Background: an optimization exercise with open tools, aiming at small area, a short achievable clock period and few clock cycles. Do not read the settings as production practice.
At most, simulation tests tie the RTL to the original design; equivalence was not proved.
Power and IR drop assume default switching activity.

## m3pcs_can_core
module m3pcs_can_core (
    input  wire        clk,
    input  wire        rst,
    input  wire        rx_valid,
    input  wire [10:0] rx_id,
    input  wire [3:0]  rx_len,
    input  wire [63:0] rx_data,
    output wire        rx_ready,
    input  wire        cmd_valid,
    input  wire [1:0]  cmd_op,        
    output wire        cmd_ready,
    input  wire        cad_en,
    input  wire [3:0]  in_opcode,
    input  wire [15:0] in_vtgt_raw,
    input  wire [15:0] in_pwr_w,
    input  wire        in_chg_active,
    output wire        tx_valid,
    output reg  [10:0] tx_id,
    output reg  [3:0]  tx_len,
    output reg  [63:0] tx_data,
    input  wire        tx_ready,
    output wire [7:0]  vm_mode,
    output wire [15:0] vm_vbus,
    output wire [15:0] vm_vset,
    output wire [15:0] vm_pmax,
    output wire [3:0]  vm_ilim_code,
    output wire [4:0]  vm_ilim_a,
    output wire        vm_en,
    output wire [13:0] acv_raw,
    output wire [9:0]  aci_raw,
    output wire [11:0] dcdc_i_raw,
    output wire [11:0] hvv_raw,
    output wire [9:0]  lvv_raw,
    output wire [63:0] alertm_raw,
    output wire [63:0] alertl_raw
);
==> module m3pcs_can_core, before the edit <==
module m3pcs_can_core (
    input  wire        clk,
    input  wire        rst,
    input  wire        rx_valid,
    input  wire [10:0] rx_id,
    input  wire [3:0]  rx_len,
    input  wire [63:0] rx_data,
    output wire        rx_ready,
    input  wire        cmd_valid,
    input  wire [1:0]  cmd_op,        
    output wire        cmd_ready,
    input  wire        cad_en,
    input  wire [3:0]  in_opcode,
    input  wire [15:0] in_vtgt_raw,
    input  wire [15:0] in_pwr_w,
    input  wire        in_chg_active,
    output wire        tx_valid,
    output reg  [10:0] tx_id,
    output reg  [3:0]  tx_len,
    output reg  [63:0] tx_data,
    input  wire        tx_ready,
    output wire [7:0]  vm_mode,
    output wire [15:0] vm_vbus,
    output wire [15:0] vm_vset,
    output wire [15:0] vm_pmax,
    output wire [3:0]  vm_ilim_code,
    output wire [4:0]  vm_ilim_a,
    output wire        vm_en,
    output wire [13:0] acv_raw,
    output wire [9:0]  aci_raw,
    output wire [11:0] dcdc_i_raw,
    output wire [11:0] hvv_raw,
    output wire [9:0]  lvv_raw,
    output wire [63:0] alertm_raw,
    output wire [63:0] alertl_raw
);
    localparam OP_DRAIN  = 2'd0;
    localparam OP_TICK1  = 2'd1;
    localparam OP_TICK50 = 2'd2;
    reg        tx_vld;           
    reg        idle;             
    reg [3:0]  row;              
    reg [3:0]  tk_one, tk_ten;   
    reg [1:0]  alt;
    reg [3:0]  ctr;
    assign tx_valid  = tx_vld;
    assign cmd_ready = idle;
    wire fire    = cmd_valid && idle;
    wire f_drain;
    pcs_cmdd u_cmdd (.valid(cmd_valid), .idle(idle), .op(cmd_op), .drain(f_drain));
    wire f_t1    = fire && (cmd_op == OP_TICK1);
    pcs_rxq u_rxq (
        .clk(clk), .rst(rst),
        .enq_valid(rx_valid), .drain(f_drain),
        .ready(rx_ready)
    );
    pcs_dec u_dec (
        .clk(clk), .rst(rst),
        .enq_valid(rx_valid), .enq_ready(rx_ready), .ent_id(rx_id), .ent_data(rx_data), .drain(f_drain),
        .vm_mode(vm_mode), .vm_vbus(vm_vbus), .vm_vset(vm_vset), .vm_pmax(vm_pmax),
        .vm_ilim_code(vm_ilim_code), .vm_ilim_a(vm_ilim_a), .vm_en(vm_en),
        .acv_raw(acv_raw), .aci_raw(aci_raw), .dcdc_i_raw(dcdc_i_raw),
        .hvv_raw(hvv_raw), .lvv_raw(lvv_raw),
        .alertm_raw(alertm_raw), .alertl_raw(alertl_raw)
    );
    wire       t1_five  = (tk_one == 4'd5);
    wire       t1_any   = t1_five || (tk_one == 4'd0 && tk_ten < 4'd5);
    wire [3:0] t1_first = t1_five         ? 4'd0
                        : (tk_ten == 4'd0) ? 4'd4
                        : (tk_ten == 4'd1) ? 4'd7
                        : (tk_ten == 4'd2) ? 4'd9
                        : (tk_ten == 4'd3) ? 4'd11 : 4'd13;
    wire       sends    = cad_en && ((cmd_op == OP_TICK1 && t1_any) || cmd_op == OP_TICK50);
    wire       last     = (row == 4'd2) || (row == 4'd3) || (row == 4'd6) || (row == 4'd8) ||
                          (row == 4'd10) || (row == 4'd12) || (row == 4'd14);
    wire       taken = tx_vld && tx_ready;
    wire [3:0] nrow  = tx_vld ? (tx_ready ? row + 4'd1 : row)
                              : (cmd_op[1] ? 4'd3 : t1_first);
    wire [10:0] f_id;
    wire [3:0]  f_len;
    wire [63:0] f_data;
    pcs_enc u_enc (
        .row(nrow), .alt_flags(alt), .ctr(ctr),
        .in_opcode(in_opcode), .in_vtgt_raw(in_vtgt_raw),
        .in_pwr_w(in_pwr_w), .in_chg_active(in_chg_active),
        .f_id(f_id), .f_len(f_len), .f_data(f_data)
    );
    always @(posedge clk) begin
        row     <= nrow;
        tx_id   <= f_id;
        tx_len  <= f_len;
        tx_data <= f_data;
    end
    always @(posedge clk) begin
        if (rst) begin
            tx_vld <= 1'b0;
            idle   <= 1'b1;
            tk_one <= 4'd0;
            tk_ten <= 4'd0;
            alt    <= 2'b00;
            ctr    <= 4'd0;
        end else begin
            if (!tx_vld) begin
                tx_vld <= fire && sends;
                idle   <= !(fire && sends);
            end else if (tx_ready) begin
                tx_vld <= !last;
                idle   <= last;
            end
            if (f_t1) begin
                if (!cad_en) begin
                    tk_one <= 4'd0;
                    tk_ten <= 4'd0;
                end else if (tk_one == 4'd9) begin
                    tk_one <= 4'd0;
                    tk_ten <= (tk_ten == 4'd9) ? 4'd0 : tk_ten + 4'd1;
                end else begin
                    tk_one <= tk_one + 4'd1;
                end
            end
            if (taken && row == 4'd4)
                alt[0] <= ~alt[0];
            if (taken && row == 4'd9)
                alt[1] <= ~alt[1];
            if (taken && row == 4'd3)
                ctr <= ctr + 4'd1;
        end
    end
endmodule
clock: 10.0 ns
lec_check: 0
cap_margin: 20
core_margin: 2
core_utilization: 40
cts_cluster_diameter: 100
cts_cluster_size: 24
place_density: 0.6
slew_margin: 20
synth_hierarchical: 1
synth_minimum_keep_size: 0
standard.sh (not shown) runs the stock make flow with config.mk's settings and CLKGATE_MAP_FILE= SYNTH_SCRIPT=/design/flow/synth_recipe.tcl, a recipe that flattens the netlist after the stock synthesis.
==> flow/flow/run.sh <==
#!/bin/bash
set -e
bash standard.sh finish \
  SETUP_SLACK_MARGIN=6.8 \
  "BUFFER_PORTS_ARGS=-buffer_cell sky130_fd_sc_hd__buf_1" > standard.log 2>&1
Testbench counts at the start, summed over its fixed seeds: cycles 5,661.
Then changed:
--- a/flow/design.v
+++ b/flow/design.v
@@ -230,10 +230,11 @@
     assign cmd_ready = idle;
     wire fire    = cmd_valid && idle;
     wire f_drain;
     pcs_cmdd u_cmdd (.valid(cmd_valid), .idle(idle), .op(cmd_op), .drain(f_drain));
     wire f_t1    = fire && (cmd_op == OP_TICK1);
+    wire f_t50   = fire && (cmd_op == OP_TICK50);
     pcs_rxq u_rxq (
         .clk(clk), .rst(rst),
         .enq_valid(rx_valid), .drain(f_drain),
         .ready(rx_ready)
     );
@@ -254,27 +255,28 @@
                         : (tk_ten == 4'd2) ? 4'd9
                         : (tk_ten == 4'd3) ? 4'd11 : 4'd13;
     wire       sends    = cad_en && ((cmd_op == OP_TICK1 && t1_any) || cmd_op == OP_TICK50);
     wire       last     = (row == 4'd2) || (row == 4'd3) || (row == 4'd6) || (row == 4'd8) ||
                           (row == 4'd10) || (row == 4'd12) || (row == 4'd14);
-    wire       taken = tx_vld && tx_ready;
-    wire [3:0] nrow  = tx_vld ? (tx_ready ? row + 4'd1 : row)
-                              : (cmd_op[1] ? 4'd3 : t1_first);
+    wire [3:0] nrow = tx_vld ? row + 4'd1 : (cmd_op[1] ? 4'd3 : t1_first);
+    wire       load = !tx_vld || tx_ready;
     wire [10:0] f_id;
     wire [3:0]  f_len;
     wire [63:0] f_data;
     pcs_enc u_enc (
         .row(nrow), .alt_flags(alt), .ctr(ctr),
         .in_opcode(in_opcode), .in_vtgt_raw(in_vtgt_raw),
         .in_pwr_w(in_pwr_w), .in_chg_active(in_chg_active),
         .f_id(f_id), .f_len(f_len), .f_data(f_data)
     );
     always @(posedge clk) begin
-        row     <= nrow;
-        tx_id   <= f_id;
-        tx_len  <= f_len;
-        tx_data <= f_data;
+        if (load) begin
+            row     <= nrow;
+            tx_id   <= f_id;
+            tx_len  <= f_len;
+            tx_data <= f_data;
+        end
     end
     always @(posedge clk) begin
         if (rst) begin
             tx_vld <= 1'b0;
             idle   <= 1'b1;
@@ -298,16 +300,16 @@
                     tk_one <= 4'd0;
                     tk_ten <= (tk_ten == 4'd9) ? 4'd0 : tk_ten + 4'd1;
                 end else begin
                     tk_one <= tk_one + 4'd1;
                 end
+                if (cad_en && tk_one == 4'd0 && tk_ten == 4'd0)
+                    alt[0] <= ~alt[0];
+                if (cad_en && tk_one == 4'd0 && tk_ten == 4'd2)
+                    alt[1] <= ~alt[1];
             end
-            if (taken && row == 4'd4)
-                alt[0] <= ~alt[0];
-            if (taken && row == 4'd9)
-                alt[1] <= ~alt[1];
-            if (taken && row == 4'd3)
+            if (f_t50 && cad_en)
                 ctr <= ctr + 4'd1;
         end
     end
 endmodule
 module pcs_cmdd (
The new run completed with no timing, DRC or antenna violations. Fmax is higher by 0.82%. First-iteration DRC count rises by 33%. Total power grows by 4.3%. Cell area came out higher by 3.1%. Sequential cell count does not change. Hold slack degrades by 0.0053 ns. Clock skew went up by 0.0077 ns. Routed wire length goes up by 2.7%. Sequential share of layout area went up by 1.3 points. Synthesized area increases by 4.4%. Setup slack improves by 0.026 ns. Sequential power rises by about 4%.
Testbench counts after the change, summed over its fixed seeds: cycles 5,661.

Setup of before:
The RTL this note starts from:
==> flow/design.v <==
module pcs_rxq (
    input  wire clk,
    input  wire rst,
    input  wire enq_valid,      
    input  wire drain,          
    output wire ready,          
    output wire acc             
);
    reg [4:0] cnt;
    reg       rdy;
    assign ready = rdy;
    assign acc   = enq_valid & rdy;
    always @(posedge clk) begin
        if (rst) begin
            cnt <= 5'd0;
            rdy <= 1'b1;
        end else if (drain) begin
            cnt <= {4'd0, acc};
            rdy <= 1'b1;
        end else if (acc) begin
            cnt <= cnt + 5'd1;
            rdy <= (cnt != 5'd19);
        end
    end
endmodule
module pcs_dec (
    input  wire        clk,
    input  wire        rst,
    input  wire        acc,          
    input  wire [10:0] ent_id,
    input  wire [63:0] ent_data,
    input  wire        drain,        
    output reg  [7:0]  vm_mode,
    output reg  [15:0] vm_vbus,
    output reg  [15:0] vm_vset,
    output reg  [15:0] vm_pmax,
    output reg  [3:0]  vm_ilim_code,
    output reg  [4:0]  vm_ilim_a,
    output reg         vm_en,
    output reg  [13:0] acv_raw,
    output reg  [9:0]  aci_raw,
    output reg  [11:0] dcdc_i_raw,
    output reg  [11:0] hvv_raw,
    output reg  [9:0]  lvv_raw,
    output reg  [63:0] alertm_raw,
    output wire [63:0] alertl_raw
);
    reg [7:0]  p_mode;
    reg [15:0] p_vbus, p_vset, p_pmax;
    reg [3:0]  p_ilim;
    reg        p_en;
    reg [13:0] p_acv;
    reg [9:0]  p_aci;
    reg [11:0] p_dcdci, p_hvv;
    reg [9:0]  p_lvv;
    reg [63:0] p_alm;
    reg [63:8] p_all;
    reg [63:8] all_hi;
    assign alertl_raw = {all_hi, 8'h00};
    wire z_hi   = ~(ent_id[10] | ent_id[7] | ent_id[6]) & ~(ent_id[5] | ent_id[4]);
    wire g_vm   = ~ent_id[9] & ent_id[8] & ent_id[3] & ~ent_id[2] & ent_id[1] & ~ent_id[0];
    wire g_20   = ent_id[9] & ~ent_id[8] & ~ent_id[3];
    wire id_vm  = z_hi & g_vm;
    wire id_ac  = z_hi & g_20 & (ent_id[2:0] == 3'd1);
    wire id_dc  = z_hi & g_20 & (ent_id[2:0] == 3'd2);
    wire id_alm = z_hi & g_20 & (ent_id[2:0] == 3'd4);
    wire id_all = z_hi & g_20 & (ent_id[2:0] == 3'd5) & ~|ent_data[7:0];
    wire [3:0] en_code = ent_data[59:56];
    always @(posedge clk) begin
        if (rst) begin
            p_mode <= 8'd0;
            p_en   <= 1'b0;
        end else if (acc && id_vm) begin
            p_mode <= ent_data[7:0];
            if (en_code == 4'hA)
                p_en <= 1'b1;
            else if (en_code == 4'hC)
                p_en <= 1'b0;
        end
    end
    always @(posedge clk) begin
        if (acc && id_vm) begin
            p_vbus <= ent_data[23:8];
            p_vset <= ent_data[39:24];
            p_pmax <= ent_data[55:40];
            p_ilim <= ent_data[63:60];
        end
        if (acc && id_ac) begin
            p_acv <= ent_data[13:0];
            p_aci <= ent_data[23:14];
        end
        if (acc && id_dc) begin
            p_dcdci <= ent_data[11:0];
            p_hvv   <= ent_data[23:12];
            p_lvv   <= ent_data[33:24];
        end
        if (acc && id_alm)
            p_alm <= ent_data;
        if (acc && id_all)
            p_all <= ent_data[63:8];
    end
    always @(posedge clk) begin
        if (rst) begin
            vm_mode <= 8'd0;
            vm_en   <= 1'b0;
        end else if (drain) begin
            vm_mode <= p_mode;
            vm_en   <= p_en;
        end
    end
    always @(posedge clk) begin
        if (drain) begin
            vm_vbus      <= p_vbus;
            vm_vset      <= p_vset;
            vm_pmax      <= p_pmax;
            vm_ilim_code <= p_ilim;
            vm_ilim_a    <= {1'b0, p_ilim} + 5'd1;
            acv_raw      <= p_acv;
            aci_raw      <= p_aci;
            dcdc_i_raw   <= p_dcdci;
            hvv_raw      <= p_hvv;
            lvv_raw      <= p_lvv;
            alertm_raw   <= p_alm;
            all_hi       <= p_all;
        end
    end
endmodule
module pcs_enc (
    input  wire [3:0]  row,
    input  wire [1:0]  alt_flags,      
    input  wire [3:0]  ctr,
    input  wire [3:0]  in_opcode,
    input  wire [15:0] in_vtgt_raw,
    input  wire [15:0] in_pwr_w,
    input  wire        in_chg_active,
    output reg  [10:0] f_id,
    output reg  [3:0]  f_len,
    output reg  [63:0] f_data
);
    wire [3:0] cks_hi = ctr + 4'd6;
    always @(*) begin
        f_id = 11'h000; f_len = 4'd0; f_data = 64'd0;
        case (row)
            4'd0:  begin f_id = 11'h401; f_len = 4'd8;
                         f_data = {48'h665544332211, in_vtgt_raw[15:8], in_vtgt_raw[7:4], in_opcode}; end
            4'd1:  begin f_id = 11'h402; f_len = 4'd3;
                         f_data = {40'd0, 7'd0, in_chg_active, in_pwr_w}; end
            4'd2:  begin f_id = 11'h403; f_len = 4'd8; f_data = 64'hC7C6C5C4C3C2C1C0; end
            4'd3:  begin f_id = 11'h411; f_len = 4'd8;
                         f_data = {cks_hi, 4'hC, ctr, 4'h7, 48'h605040302010}; end
            4'd4:  begin f_id = 11'h421; f_len = 4'd8;
                         f_data = alt_flags[0] ? 64'hB7B6B5B4B3B2B1B0 : 64'hA7A6A5A4A3A2A1A0; end
            4'd5:  begin f_id = 11'h422; f_len = 4'd8; f_data = 64'h0000000000000022; end
            4'd6:  begin f_id = 11'h423; f_len = 4'd8; f_data = 64'hCB695A4B3C2D1E0F; end
            4'd7:  begin f_id = 11'h424; f_len = 4'd8; f_data = 64'h0807060504030201; end
            4'd8:  begin f_id = 11'h425; f_len = 4'd6; f_data = 64'h0000252525252525; end
            4'd9:  begin f_id = 11'h426; f_len = 4'd8;
                         f_data = alt_flags[1] ? 64'hA5A5A5A5A5A5A5A5 : 64'h5A5A5A5A5A5A5A5A; end
            4'd10: begin f_id = 11'h427; f_len = 4'd2; f_data = 64'h0000000000007227; end
            4'd11: begin f_id = 11'h428; f_len = 4'd8; f_data = 64'hFFFFFFFFFFFFFFFF; end
            4'd12: begin f_id = 11'h429; f_len = 4'd0; f_data = 64'h0000000000000000; end
            4'd13: begin f_id = 11'h42A; f_len = 4'd8; f_data = 64'h000000000000002A; end
            4'd14: begin f_id = 11'h42B; f_len = 4'd4; f_data = 64'h00000000EFBEADDE; end
            default: ;
        endcase
    end
endmodule
module m3pcs_can_core (
    input  wire        clk,
    input  wire        rst,
    input  wire        rx_valid,
    input  wire [10:0] rx_id,
    input  wire [3:0]  rx_len,
    input  wire [63:0] rx_data,
    output wire        rx_ready,
    input  wire        cmd_valid,
    input  wire [1:0]  cmd_op,        
    output wire        cmd_ready,
    input  wire        cad_en,
    input  wire [3:0]  in_opcode,
    input  wire [15:0] in_vtgt_raw,
    input  wire [15:0] in_pwr_w,
    input  wire        in_chg_active,
    output wire        tx_valid,
    output reg  [10:0] tx_id,
    output reg  [3:0]  tx_len,
    output reg  [63:0] tx_data,
    input  wire        tx_ready,
    output wire [7:0]  vm_mode,
    output wire [15:0] vm_vbus,
    output wire [15:0] vm_vset,
    output wire [15:0] vm_pmax,
    output wire [3:0]  vm_ilim_code,
    output wire [4:0]  vm_ilim_a,
    output wire        vm_en,
    output wire [13:0] acv_raw,
    output wire [9:0]  aci_raw,
    output wire [11:0] dcdc_i_raw,
    output wire [11:0] hvv_raw,
    output wire [9:0]  lvv_raw,
    output wire [63:0] alertm_raw,
    output wire [63:0] alertl_raw
);
    localparam OP_DRAIN  = 2'd0;
    localparam OP_TICK1  = 2'd1;
    localparam OP_TICK50 = 2'd2;
    reg        tx_vld;           
    reg        idle;             
    reg [3:0]  row;              
    reg [3:0]  tk_one, tk_ten;   
    reg [1:0]  alt;
    reg [3:0]  ctr;
    assign tx_valid  = tx_vld;
    assign cmd_ready = idle;
    wire fire    = cmd_valid && idle;
    wire f_drain = fire && (cmd_op == OP_DRAIN);
    wire f_t1    = fire && (cmd_op == OP_TICK1);
    wire f_t50   = fire && (cmd_op == OP_TICK50);
    wire acc;
    pcs_rxq u_rxq (
        .clk(clk), .rst(rst),
        .enq_valid(rx_valid), .drain(f_drain),
        .ready(rx_ready), .acc(acc)
    );
    pcs_dec u_dec (
        .clk(clk), .rst(rst),
        .acc(acc), .ent_id(rx_id), .ent_data(rx_data), .drain(f_drain),
        .vm_mode(vm_mode), .vm_vbus(vm_vbus), .vm_vset(vm_vset), .vm_pmax(vm_pmax),
        .vm_ilim_code(vm_ilim_code), .vm_ilim_a(vm_ilim_a), .vm_en(vm_en),
        .acv_raw(acv_raw), .aci_raw(aci_raw), .dcdc_i_raw(dcdc_i_raw),
        .hvv_raw(hvv_raw), .lvv_raw(lvv_raw),
        .alertm_raw(alertm_raw), .alertl_raw(alertl_raw)
    );
    wire       t1_five  = (tk_one == 4'd5);
    wire       t1_any   = t1_five || (tk_one == 4'd0 && tk_ten < 4'd5);
    wire [3:0] t1_first = t1_five         ? 4'd0
                        : (tk_ten == 4'd0) ? 4'd4
                        : (tk_ten == 4'd1) ? 4'd7
                        : (tk_ten == 4'd2) ? 4'd9
                        : (tk_ten == 4'd3) ? 4'd11 : 4'd13;
    wire       sends    = cad_en && ((cmd_op == OP_TICK1 && t1_any) || cmd_op == OP_TICK50);
    wire       last     = (row == 4'd2) || (row == 4'd3) || (row == 4'd6) || (row == 4'd8) ||
                          (row == 4'd10) || (row == 4'd12) || (row == 4'd14);
    wire [3:0] nrow = tx_vld ? row + 4'd1 : (cmd_op[1] ? 4'd3 : t1_first);
    wire       load = !tx_vld || tx_ready;
    wire [10:0] f_id;
    wire [3:0]  f_len;
    wire [63:0] f_data;
    pcs_enc u_enc (
        .row(nrow), .alt_flags(alt), .ctr(ctr),
        .in_opcode(in_opcode), .in_vtgt_raw(in_vtgt_raw),
        .in_pwr_w(in_pwr_w), .in_chg_active(in_chg_active),
        .f_id(f_id), .f_len(f_len), .f_data(f_data)
    );
    always @(posedge clk) begin
        if (load) begin
            row     <= nrow;
            tx_id   <= f_id;
            tx_len  <= f_len;
            tx_data <= f_data;
        end
    end
    always @(posedge clk) begin
        if (rst) begin
            tx_vld <= 1'b0;
            idle   <= 1'b1;
            tk_one <= 4'd0;
            tk_ten <= 4'd0;
            alt    <= 2'b00;
            ctr    <= 4'd0;
        end else begin
            if (!tx_vld) begin
                tx_vld <= fire && sends;
                idle   <= !(fire && sends);
            end else if (tx_ready) begin
                tx_vld <= !last;
                idle   <= last;
            end
            if (f_t1) begin
                if (!cad_en) begin
                    tk_one <= 4'd0;
                    tk_ten <= 4'd0;
                end else if (tk_one == 4'd9) begin
                    tk_one <= 4'd0;
                    tk_ten <= (tk_ten == 4'd9) ? 4'd0 : tk_ten + 4'd1;
                end else begin
                    tk_one <= tk_one + 4'd1;
                end
                if (cad_en && tk_one == 4'd0 && tk_ten == 4'd0)
                    alt[0] <= ~alt[0];
                if (cad_en && tk_one == 4'd0 && tk_ten == 4'd2)
                    alt[1] <= ~alt[1];
            end
            if (f_t50 && cad_en)
                ctr <= ctr + 4'd1;
        end
    end
endmodule
Settings: LEC_CHECK=0, CAP_MARGIN=20, CORE_MARGIN=2, CORE_UTILIZATION=40, PLACE_DENSITY=0.6, SLEW_MARGIN=20; clock period 10.0 ns.
==> flow/flow/run.sh <==
#!/bin/bash
# The standard layout (standard.sh), with two changes to how it is made:
# the port buffers are buf_2 cells instead of the delay cell that buffer_ports
# picks by default, and setup repair aims for 7 ns of slack at the design's
# 10 ns period. The tools' output goes to standard.log.
set -e
bash standard.sh finish \
  SETUP_SLACK_MARGIN=7 \
  "BUFFER_PORTS_ARGS=-buffer_cell sky130_fd_sc_hd__buf_2" > standard.log 2>&1
before reached the final stage; the timing, design-rule and antenna checks on its layout passed.
### before -> after
--- a/flow/design.v
+++ b/flow/design.v
@@ -54,20 +54,17 @@
     reg [11:0] p_dcdci, p_hvv;
     reg [9:0]  p_lvv;
     reg [63:0] p_alm;
     reg [63:8] p_all;
     reg [63:8] all_hi;
     assign alertl_raw = {all_hi, 8'h00};
-    wire z_hi   = ~(ent_id[10] | ent_id[7] | ent_id[6]) & ~(ent_id[5] | ent_id[4]);
-    wire g_vm   = ~ent_id[9] & ent_id[8] & ent_id[3] & ~ent_id[2] & ent_id[1] & ~ent_id[0];
-    wire g_20   = ent_id[9] & ~ent_id[8] & ~ent_id[3];
-    wire id_vm  = z_hi & g_vm;
-    wire id_ac  = z_hi & g_20 & (ent_id[2:0] == 3'd1);
-    wire id_dc  = z_hi & g_20 & (ent_id[2:0] == 3'd2);
-    wire id_alm = z_hi & g_20 & (ent_id[2:0] == 3'd4);
-    wire id_all = z_hi & g_20 & (ent_id[2:0] == 3'd5) & ~|ent_data[7:0];
+    wire id_vm  = (ent_id == 11'h10A);
+    wire id_ac  = (ent_id == 11'h201);
+    wire id_dc  = (ent_id == 11'h202);
+    wire id_alm = (ent_id == 11'h204);
+    wire id_all = (ent_id == 11'h205) && (ent_data[7:0] == 8'h00);
     wire [3:0] en_code = ent_data[59:56];
     always @(posedge clk) begin
         if (rst) begin
             p_mode <= 8'd0;
             p_en   <= 1'b0;
         end else if (acc && id_vm) begin
When after is set beside before, its worst setup slack turns out to be 0.027 ns larger.
before tops out at a lower clock frequency than after.
Summary of after over before: final cell count now smaller, post-route cell area rose by 240 um2, area of combinational cells with multiple inputs higher.
Looking at register share of total power, after sits above before.
Wire length reported by the detailed router: after > before
[compare] base=before new=after: number of clock buffers in the layout went up about 3%, die extent in y held, non-clock buffer count went up about 3.2%, post-route core utilization went up 1.3 points.
Synthesis-to-layout area growth, after and before: larger value in after
after vs before — number of antenna violations at the first check in global routing dropped 1.
Number of instances resized during post-cts repair: after > before
after finished end to end and its layout was clean on timing, DRC and antenna.
Testbench counts of after, summed over its fixed seeds: cycles 5,661.
Only the layout flow was run in before; the RTL was not checked for function there.

-- afterwards: timing with drivers on the ports --
The results above use ideal ports. As a check the final layouts listed here were re-extracted and re-timed, cells and wires unchanged. Step 1 assumes that a clkbuf_16 drives the clock port and a buf_2 every other input. Step 2, shift: input delay + t, output delay - t, t = (earliest + latest rising clock arrival at the registers) / 2. This alone moves slack from input paths to output paths. Slacks: ideal / step 1 / step 2; pairs: ideal / step 1.
| run | t, ns | slack for setup (ns) | worst hold slack (ns) |
|---|---|---|---|
| the first run of note 1 | 0.637 | 6.759 / 6.702 / 6.161 | 0.422 / 0.422 / 0.422 |
| the second run of note 1 | 0.636 | 6.786 / 6.734 / 6.185 | 0.416 / 0.416 / 0.416 |
| before | 0.647 | 6.519 / 6.540 / 5.894 | 0.409 / 0.409 / 0.409 |
| after | 0.647 | 6.546 / 6.563 / 5.916 | 0.404 / 0.404 / 0.404 |
After both steps every run listed still meets setup and hold. The setup slack of after, which loses most, moves by +0.017 ns with the drivers and by -0.630 ns with both steps.
